Source: an optimization exercise on an open RTL-to-GDS flow (aim: small area). Production flows keep margins and buffers that such runs may drop. RTL that was checked went through simulation tests only; none was proved equivalent to the original. Power and IR drop assume default switching activity.

==> flow/design.v <==
module dxl2_crc_table (
  input  wire [15:0] crc,
  input  wire [7:0]  data,
  output reg  [15:0] next
);
  integer k;
  always @(*) begin
    next = crc ^ {data, 8'h00};
    for (k = 0; k < 8; k = k + 1)
      next = next[15] ? ((next << 1) ^ 16'h8005) : (next << 1);
  end
endmodule
module dxl2_tx (
  input  wire        clk,
  input  wire        rst,         
  input  wire        s_valid,
  output wire        s_ready,
  input  wire [7:0]  s_data,
  input  wire        s_last,
  output wire        m_valid,
  input  wire        m_ready,
  output reg  [7:0]  m_data,
  output reg         m_last,
  output wire        rej_valid,
  output wire [1:0]  rej_code     
);
  localparam integer MAXP  = 64;
  localparam integer NSLOT = 2 + MAXP;      
  localparam [1:0] S_IN  = 2'd0;
  localparam [1:0] S_OUT = 2'd1;
  localparam [1:0] S_REJ = 2'd2;
  localparam [3:0] O_FF0  = 4'd0;
  localparam [3:0] O_FF1  = 4'd1;
  localparam [3:0] O_FD   = 4'd2;
  localparam [3:0] O_00   = 4'd3;
  localparam [3:0] O_ID   = 4'd4;
  localparam [3:0] O_LLO  = 4'd5;
  localparam [3:0] O_LHI  = 4'd6;
  localparam [3:0] O_BODY = 4'd7;
  localparam [3:0] O_STUF = 4'd8;
  localparam [3:0] O_CLO  = 4'd9;
  localparam [3:0] O_CHI  = 4'd10;
  reg  [7:0]  ring [0:NSLOT-1];
  reg  [6:0]  p;           
  reg  [1:0]  state;
  reg  [6:0]  cnt;         
  reg  [6:0]  sl;          
  reg  [1:0]  win;
  reg         id_bad;
  reg  [3:0]  op;
  reg         ov;
  reg  [15:0] crc;
  wire [7:0] tap = ring[NSLOT-1];
  wire in_st  = (state == S_IN);
  wire out_st = (state == S_OUT);
  wire rej_st = (state == S_REJ);
  wire p_wrap = p[6] & p[0];
  always @(posedge clk) begin
    if (rst || p_wrap) p <= 7'd0;
    else               p <= p + 7'd1;
  end
  wire full      = cnt[6] & cnt[1];             
  wire slot_here = (p == (in_st ? cnt : sl));
  reg  [7:0] obyte;
  wire [7:0] wbyte = obyte;
  wire hi6   = &wbyte[7:2];
  wire is_ff = hi6 & wbyte[1] & wbyte[0];
  wire is_fd = hi6 & ~wbyte[1] & wbyte[0];
  wire match = win[1] & is_fd;
  wire [1:0] win_next = match ? 2'd0 : (is_ff ? {win[0] | win[1], ~(win[0] | win[1])} : 2'd0);
  assign s_ready = in_st & (id_bad | full | slot_here);
  wire s_hs  = s_valid & s_ready;
  wire first = (cnt == 7'd0);
  always @(posedge clk) begin
    ring[0] <= (in_st & s_valid & slot_here) ? s_data : tap;
  end
  genvar gi;
  generate
    for (gi = 1; gi < NSLOT; gi = gi + 1) begin : g_ring
      always @(posedge clk) ring[gi] <= ring[gi-1];
    end
  endgenerate
  assign rej_valid = rej_st & ~ov;
  assign rej_code  = {~id_bad, id_bad | (cnt == 7'd1)};
  wire at_id  = (op == O_ID);
  wire at_bdy = (op == O_BODY);
  wire body_end = at_bdy & (sl == cnt);
  wire avail  = at_id ? (p == 7'd0) : at_bdy ? (slot_here & ~body_end) : 1'b1;
  wire ld     = out_st & (~ov | m_ready) & avail;
  wire [15:0] crc_next;
  always @(*) begin
    if (in_st)
      obyte = s_data;
    else case (op)
      O_FF0, O_FF1:  obyte = 8'hFF;
      O_FD, O_STUF:  obyte = 8'hFD;
      O_ID, O_BODY:  obyte = tap;
      O_LLO:         obyte = {1'b0, sl};
      O_CLO:         obyte = crc[7:0];
      O_CHI:         obyte = crc[15:8];
      default:       obyte = 8'h00;
    endcase
  end
  dxl2_crc_table u_crc (.crc(crc), .data(obyte), .next(crc_next));
  assign m_valid = ov;
  always @(posedge clk) begin
    if (ld) begin
      m_data <= obyte;
      m_last <= (op == O_CHI);
    end
  end
  always @(posedge clk) begin
    if (rst) begin
      state  <= S_IN;
      cnt    <= 7'd0;
      ov     <= 1'b0;
      id_bad <= 1'b0;
    end else begin
      if (ld)
        ov <= 1'b1;
      else if (m_ready)
        ov <= 1'b0;
      case (state)
        S_IN: begin
          if (s_hs) begin
            if (!full) cnt <= cnt + 7'd1;
            if (first) begin
              id_bad <= is_ff | is_fd;
              sl     <= 7'd2;
              win    <= 2'd0;
            end else begin
              sl  <= sl + 7'd1 + {6'd0, match};
              win <= win_next;
            end
            if (s_last) begin
              if (first || id_bad || full) begin
                state <= S_REJ;
              end else begin
                state <= S_OUT;
                op    <= O_FF0;
                crc   <= 16'h0000;
              end
            end
          end
        end
        S_OUT: begin
          if (body_end)
            op <= O_CLO;
          if (ld) begin
            if (op != O_CLO && op != O_CHI)
              crc <= crc_next;
            case (op)
              O_LLO: begin
                op  <= O_LHI;
                sl  <= 7'd1;
                win <= 2'd0;
              end
              O_BODY: begin
                sl  <= sl + 7'd1;
                win <= win_next;
                op  <= match ? O_STUF : O_BODY;
              end
              O_STUF:  op <= O_BODY;
              O_CHI: begin
                state  <= S_IN;
                cnt    <= 7'd0;
                id_bad <= 1'b0;
              end
              default: op <= op + 4'd1;
            endcase
          end
        end
        default: begin  
          if (!ov) begin
            state  <= S_IN;
            cnt    <= 7'd0;
            id_bad <= 1'b0;
          end
        end
      endcase
    end
  end
endmodule
export LEC_CHECK = 0
export ABC_AREA = 1
export CAP_MARGIN = 20
export CORE_MARGIN = 2
export CORE_UTILIZATION = 40
export SLEW_MARGIN = 20
create_clock -name core_clock -period 10.0 [get_ports {clk}]
standard.sh (not shown) runs the stock make flow with config.mk's settings and CLKGATE_MAP_FILE= SYNTH_SCRIPT=/design/flow/synth_recipe.tcl, a recipe that flattens the netlist after the stock synthesis.
==> flow/flow/run.sh <==
#!/bin/bash
# Standard layout, with CTS using clkbuf_8 leaf buffers on small sink
# clusters and no dummy loads, and plain buf_1 cells as the port buffers.
set -euo pipefail
export CTS_ARGS="-sink_clustering_enable -repair_clock_nets -dont_use_dummy_load -buf_list {sky130_fd_sc_hd__clkbuf_8} -sink_clustering_size 16 -sink_clustering_max_diameter 60"
export BUFFER_PORTS_ARGS="-buffer_cell sky130_fd_sc_hd__buf_1"
bash standard.sh > standard.log 2>&1
The baseline finished clean.
Rerun with:
==> flow/flow/run.sh (replaced) <==
#!/bin/bash
# Standard layout, with CTS using clkbuf_16 leaf buffers on large sink
# clusters and no dummy loads, and plain buf_1 cells as the port buffers.
set -euo pipefail
export CTS_ARGS="-sink_clustering_enable -repair_clock_nets -dont_use_dummy_load -buf_list {sky130_fd_sc_hd__clkbuf_16} -sink_clustering_size 30 -sink_clustering_max_diameter 60"
export BUFFER_PORTS_ARGS="-buffer_cell sky130_fd_sc_hd__buf_1"
bash standard.sh > standard.log 2>&1
- hold slack got worse by 20 ps
- via count falls by 1.2%
- design area rises by 0.75%
- core utilization rises by 0.33 points
- worst setup slack improved by 29 ps
- global-route usage falls by 0.33 points
- routed wire length falls by 2.0%
- synthesized cell count does not change
- non-clock buffer count does not change
No functional check of the RTL was part of any run of this note.


JK:
dxl2_tx, a different RTL version from the one above (not shown whole).
Settings: LEC_CHECK=0, CAP_MARGIN=20, CORE_MARGIN=2, CORE_UTILIZATION=40, SLEW_MARGIN=20; clock period 10.0 ns.
==> flow/flow/run.sh <==
#!/bin/bash
# The standard layout with three changes:
#  - synthesis maps logic with an area-oriented ABC script (synth_area.tcl is
#    synth_recipe.tcl with ABC's -script swapped); registers are untouched;
#  - CTS uses clkbuf_8 buffers on clusters of at most 22 sinks, no dummy loads;
#  - the port buffers are buf_1 cells.
set -euo pipefail
here=$(pwd)
export CTS_ARGS="-sink_clustering_enable -repair_clock_nets -dont_use_dummy_load -buf_list {sky130_fd_sc_hd__clkbuf_8} -sink_clustering_size 22 -sink_clustering_max_diameter 50"
export BUFFER_PORTS_ARGS="-buffer_cell sky130_fd_sc_hd__buf_1"
sed "s#SYNTH_SCRIPT=[^ ]*#SYNTH_SCRIPT=$here/flow/synth_area.tcl#" standard.sh > synth_area.sh
bash synth_area.sh synth > synth.log 2>&1
bash standard.sh > standard.log 2>&1
==> flow/flow/abc_area_min.script <==
&get -n
&st
&dch
&nf -a
&put
strash
dch
map -a
==> flow/flow/synth_area.tcl <==
proc synth {args} { yosys synth -nofsm -noshare {*}$args }
# area-oriented ABC mapping in place of the speed script
proc abc {args} {
  set i [lsearch -exact $args -script]
  if { $i >= 0 } { set args [lreplace $args $i [expr {$i + 1}] -script [file dirname [info script]]/abc_area_min.script] }
  set j [lsearch -exact $args -D]
  if { $j >= 0 } { set args [lreplace $args $j [expr {$j + 1}]] }
  yosys abc {*}$args
}
source $::env(SCRIPTS_DIR)/synth.tcl
# left out here: clear keep_hierarchy, flatten, clean up, hide names made inside functions, write 1_2_yosys.v
As the logs show, JK stopped at synthesis (1_2_yosys) after a tool error, so it never reached the end of the flow.
[inputs] MS vs JK
- PLACE_DENSITY: unset -> 0.75
- CORE_UTILIZATION: 40 -> 65
-- flow/flow/run.sh --
<<< JK, line 7
set -euo pipefail
here=$(pwd)
export CTS_ARGS="-sink_clustering_enable -repair_clock_nets -dont_use_dummy_load -buf_list {sky130_fd_sc_hd__clkbuf_8} -sink_clustering_size 22 -sink_clustering_max_diameter 50"
export BUFFER_PORTS_ARGS="-buffer_cell sky130_fd_sc_hd__buf_1"
sed "s#SYNTH_SCRIPT=[^ ]*#SYNTH_SCRIPT=$here/flow/synth_area.tcl#" standard.sh > synth_area.sh
>>> MS, line 7
set -euo pipefail
here=$(pwd)
export CTS_ARGS="-sink_clustering_enable -repair_clock_nets -dont_use_dummy_load -buf_list {sky130_fd_sc_hd__clkbuf_8} -sink_clustering_size 24 -sink_clustering_max_diameter 50"
export BUFFER_PORTS_ARGS="-buffer_cell sky130_fd_sc_hd__buf_1"
sed "s#SYNTH_SCRIPT=[^ ]*#SYNTH_SCRIPT=$here/flow/synth_area.tcl#" standard.sh > synth_area.sh
==> flow/flow/synth_area.tcl <==
proc synth {args} { yosys synth -nofsm -noshare {*}$args }
# area-oriented ABC mapping in place of the speed script
set ::area_abc_script [file join [file dirname [file normalize [info script]]] abc_area_min.script]
proc abc {args} {
  set i [lsearch -exact $args -script]
  if { $i >= 0 } { set args [lreplace $args $i [expr {$i + 1}] -script $::area_abc_script] }
  set j [lsearch -exact $args -D]
  if { $j >= 0 } { set args [lreplace $args $j [expr {$j + 1}]] }
  yosys abc {*}$args
}
source $::env(SCRIPTS_DIR)/synth.tcl
# left out here: clear keep_hierarchy, flatten, clean up, hide names made inside functions, write 1_2_yosys.v
==> summary.txt <==
MS completed; timing, DRC and antenna clean.
Setup changes, MS to AL
- CORE_UTILIZATION: 65 -> 40
- PLACE_DENSITY: 0.75 -> unset
==> flow/flow/run.sh <==
#!/bin/bash
# Standard layout, with CTS using clkbuf_8 leaf buffers on small sink
# clusters and no dummy loads, and plain buf_1 cells as the port buffers.
set -euo pipefail
export CTS_ARGS="-sink_clustering_enable -repair_clock_nets -dont_use_dummy_load -buf_list {sky130_fd_sc_hd__clkbuf_8} -sink_clustering_size 22 -sink_clustering_max_diameter 50"
export BUFFER_PORTS_ARGS="-buffer_cell sky130_fd_sc_hd__buf_1"
bash standard.sh > standard.log 2>&1
removed: flow/flow/abc_area_min.script
removed: flow/flow/synth_area.tcl
### Flow results
AL closes out successfully: all stages finished, all timing, DRC and antenna checks passed.
Compared with MS, in AL clock skew went up by 16 ps, die area went up by 14000 µm².
Re pin count of the biggest net entering global routing: AL is 4.0% down on MS.
Design area, AL vs MS: up by a few percent
#### Input delta (TR over AL)
==> flow/flow/run.sh <==
#!/bin/bash
# The standard layout with three changes:
#  - synthesis maps logic with an area-oriented ABC script (synth_area.tcl is
#    synth_recipe.tcl with ABC's -script swapped); registers are untouched;
#  - CTS uses clkbuf_8 buffers on clusters of at most 22 sinks, no dummy loads;
#  - the port buffers are buf_1 cells.
set -euo pipefail
here=$(pwd)
export CTS_ARGS="-sink_clustering_enable -repair_clock_nets -dont_use_dummy_load -buf_list {sky130_fd_sc_hd__clkbuf_8} -sink_clustering_size 22 -sink_clustering_max_diameter 50"
export BUFFER_PORTS_ARGS="-buffer_cell sky130_fd_sc_hd__buf_1"
sed "s#SYNTH_SCRIPT=[^ ]*#SYNTH_SCRIPT=$here/flow/synth_area.tcl#" standard.sh > synth_area.sh
bash synth_area.sh synth > synth.log 2>&1
bash standard.sh > standard.log 2>&1
==> flow/flow/abc_area_min.script (new file) <==
&get -n
&st
&dch
&nf -a
&put
strash
dch
map -a
==> flow/flow/synth_area.tcl (new file) <==
proc synth {args} { yosys synth -nofsm -noshare {*}$args }
# area-oriented ABC mapping in place of the speed script
set ::area_abc_script [file join [file dirname [file normalize [info script]]] abc_area_min.script]
proc abc {args} {
  set i [lsearch -exact $args -script]
  if { $i >= 0 } { set args [lreplace $args $i [expr {$i + 1}] -script $::area_abc_script] }
  set j [lsearch -exact $args -D]
  if { $j >= 0 } { set args [lreplace $args $j [expr {$j + 1}]] }
  yosys abc {*}$args
}
source $::env(SCRIPTS_DIR)/synth.tcl
# left out here: clear keep_hierarchy, flatten, clean up, hide names made inside functions, write 1_2_yosys.v
### Flow results
Between TR and AL, the via-per-instance ratio is lower for AL. Row largest voltage drop on the vdd net: TR higher / AL lower. Comparing TR against AL, there is no change at all in number of remaining DRC errors. Diff TR and AL: synthesized cell count higher in TR. TR: power share of the clock group 0.7 points below AL. Die: TR smaller than AL.
[inputs] PW vs TR
==> flow/flow/run.sh <==
#!/bin/bash
# Standard layout, with CTS using clkbuf_8 leaf buffers on small sink
# clusters and no dummy loads, and plain buf_1 cells as the port buffers.
set -euo pipefail
export CTS_ARGS="-sink_clustering_enable -repair_clock_nets -dont_use_dummy_load -buf_list {sky130_fd_sc_hd__clkbuf_8}"
export BUFFER_PORTS_ARGS="-buffer_cell sky130_fd_sc_hd__buf_1"
bash standard.sh > standard.log 2>&1
removed: flow/flow/abc_area_min.script
removed: flow/flow/synth_area.tcl
Results
- Between TR and PW, global-route usage increased.
- met4 as the topmost layer with routed signal wires was reported by TR, and met5 by PW.
- Delta (PW minus TR): clock buffer count increased by 45 relative to the old numbers, worst setup slack decreased by 77 ps relative to the old numbers.
- Summary of PW over TR: number of iterations in the first detailed-routing pass shrank by 1; average size of a mapped cell grew by about 5%; register-to-register setup slack grew by 140 ps.
- TR ended up with compound AO/OA/AOI/OAI gates as its largest family of logic cells by synthesized area; PW ended up with simple AND/OR/NAND/NOR gates.
- Looking at final layout net count across TR and PW, the one that comes out higher is PW.


dxl2_tx, a different RTL version from the one above (not shown whole).
For scale: roughly 900 cells after synthesis, ~570 flip-flops, roughly 27 I/O pins, ~0.014 sq mm of cells after synthesis.
export LEC_CHECK = 0
export CAP_MARGIN = 20
export CORE_MARGIN = 2
export CORE_UTILIZATION = 75
export PLACE_DENSITY = 0.85
export SLEW_MARGIN = 20
create_clock -name core_clock -period 10.0 [get_ports {clk}]
==> flow/flow/run.sh <==
#!/bin/bash
# The standard layout with three changes:
#  - synthesis maps logic with an area-oriented ABC script (synth_area.tcl is
#    synth_recipe.tcl with ABC's -script swapped); registers are untouched;
#  - CTS uses clkbuf_8 buffers on clusters of at most 22 sinks, no dummy loads;
#  - the port buffers are buf_1 cells.
set -euo pipefail
here=$(pwd)
export CTS_ARGS="-sink_clustering_enable -repair_clock_nets -dont_use_dummy_load -buf_list {sky130_fd_sc_hd__clkbuf_8} -sink_clustering_size 22 -sink_clustering_max_diameter 50"
export BUFFER_PORTS_ARGS="-buffer_cell sky130_fd_sc_hd__buf_1"
sed "s#SYNTH_SCRIPT=[^ ]*#SYNTH_SCRIPT=$here/flow/synth_area.tcl#" standard.sh > synth_area.sh
bash synth_area.sh synth > synth.log 2>&1
bash standard.sh > standard.log 2>&1
==> flow/flow/abc_area_min.script <==
&get -n
&st
&dch
&nf -a
&put
strash
dch
map -a
==> flow/flow/synth_area.tcl <==
proc synth {args} { yosys synth -nofsm -noshare {*}$args }
# area-oriented ABC mapping in place of the speed script
set ::area_abc_script [file join [file dirname [file normalize [info script]]] abc_area_min.script]
proc abc {args} {
  set i [lsearch -exact $args -script]
  if { $i >= 0 } { set args [lreplace $args $i [expr {$i + 1}] -script $::area_abc_script] }
  set j [lsearch -exact $args -D]
  if { $j >= 0 } { set args [lreplace $args $j [expr {$j + 1}]] }
  yosys abc {*}$args
}
source $::env(SCRIPTS_DIR)/synth.tcl
# left out here: clear keep_hierarchy, flatten, clean up, hide names made inside functions, write 1_2_yosys.v
The first run produced a clean layout.
Next try:
CORE_UTILIZATION = 65   (was 75)
PLACE_DENSITY = 0.75   (was 0.85)
=> Sequential share of layout area fell by 0.33 points. Via count falls by a few percent. Cell count went up by a few percent. Sequential cell count stays the same. Total power decreases slightly. Clock-buffer cell count is higher by 1. Clock skew falls by 0.021 ns. Area after synthesis is unchanged. Design area came out higher slightly.
Next try:
CORE_UTILIZATION = 40   (was 65)
PLACE_DENSITY = default   (was 0.75)
Outcome:
- routed wire length came out higher by 3.7%
- die area came out higher by 61%
- synthesized area is unchanged

-- re-timing with driven ports --
How much do the figures lean on ideal ports? The routed layouts below were timed once more, with nothing changed but the port constraints.
Step 1, drivers: a clkbuf_16 drives clk and a buf_2 each remaining input, both assumed.
Step 2 adds t to the input delays and takes it off the output delays; t is the mean of the earliest and latest rising clock arrival at the registers after step 1. Input paths then give back, and output paths get back, about the clock's delay inside the block.
a / b / c = ideal ports / drivers / drivers and shift; a / b = the first two.
run | shift t [ns] | slack for setup (ns) | latest minus earliest clock arrival (ns) | slew at the worst register clock pin (ns)
the first run of note 1 | 0.602 | 5.331 / 5.285 / 5.506 | 0.057 / 0.056 | 0.09 / 0.09
the second run of note 1 | 0.599 | 5.360 / 5.308 / 5.447 | 0.060 / 0.060 | 0.10 / 0.10
MS | 0.568 | 4.747 / 4.722 / 4.722 | 0.111 / 0.111 | 0.13 / 0.13
AL | 0.577 | 4.534 / 4.457 / 4.457 | 0.104 / 0.104 | 0.12 / 0.12
TR | 0.586 | 4.612 / 4.588 / 4.588 | 0.067 / 0.067 | 0.12 / 0.12
PW | 0.610 | 4.536 / 4.459 / 4.459 | 0.058 / 0.058 | 0.07 / 0.07
the first run of note 3 | 0.558 | 4.066 / 4.040 / 4.040 | 0.080 / 0.080 | 0.12 / 0.12
the second run of note 3 | 0.566 | 3.919 / 3.883 / 3.883 | 0.057 / 0.057 | 0.12 / 0.12
the third run of note 3 | 0.583 | 3.892 / 3.868 / 3.868 | 0.073 / 0.073 | 0.12 / 0.12
After both steps every run listed still meets setup and hold.
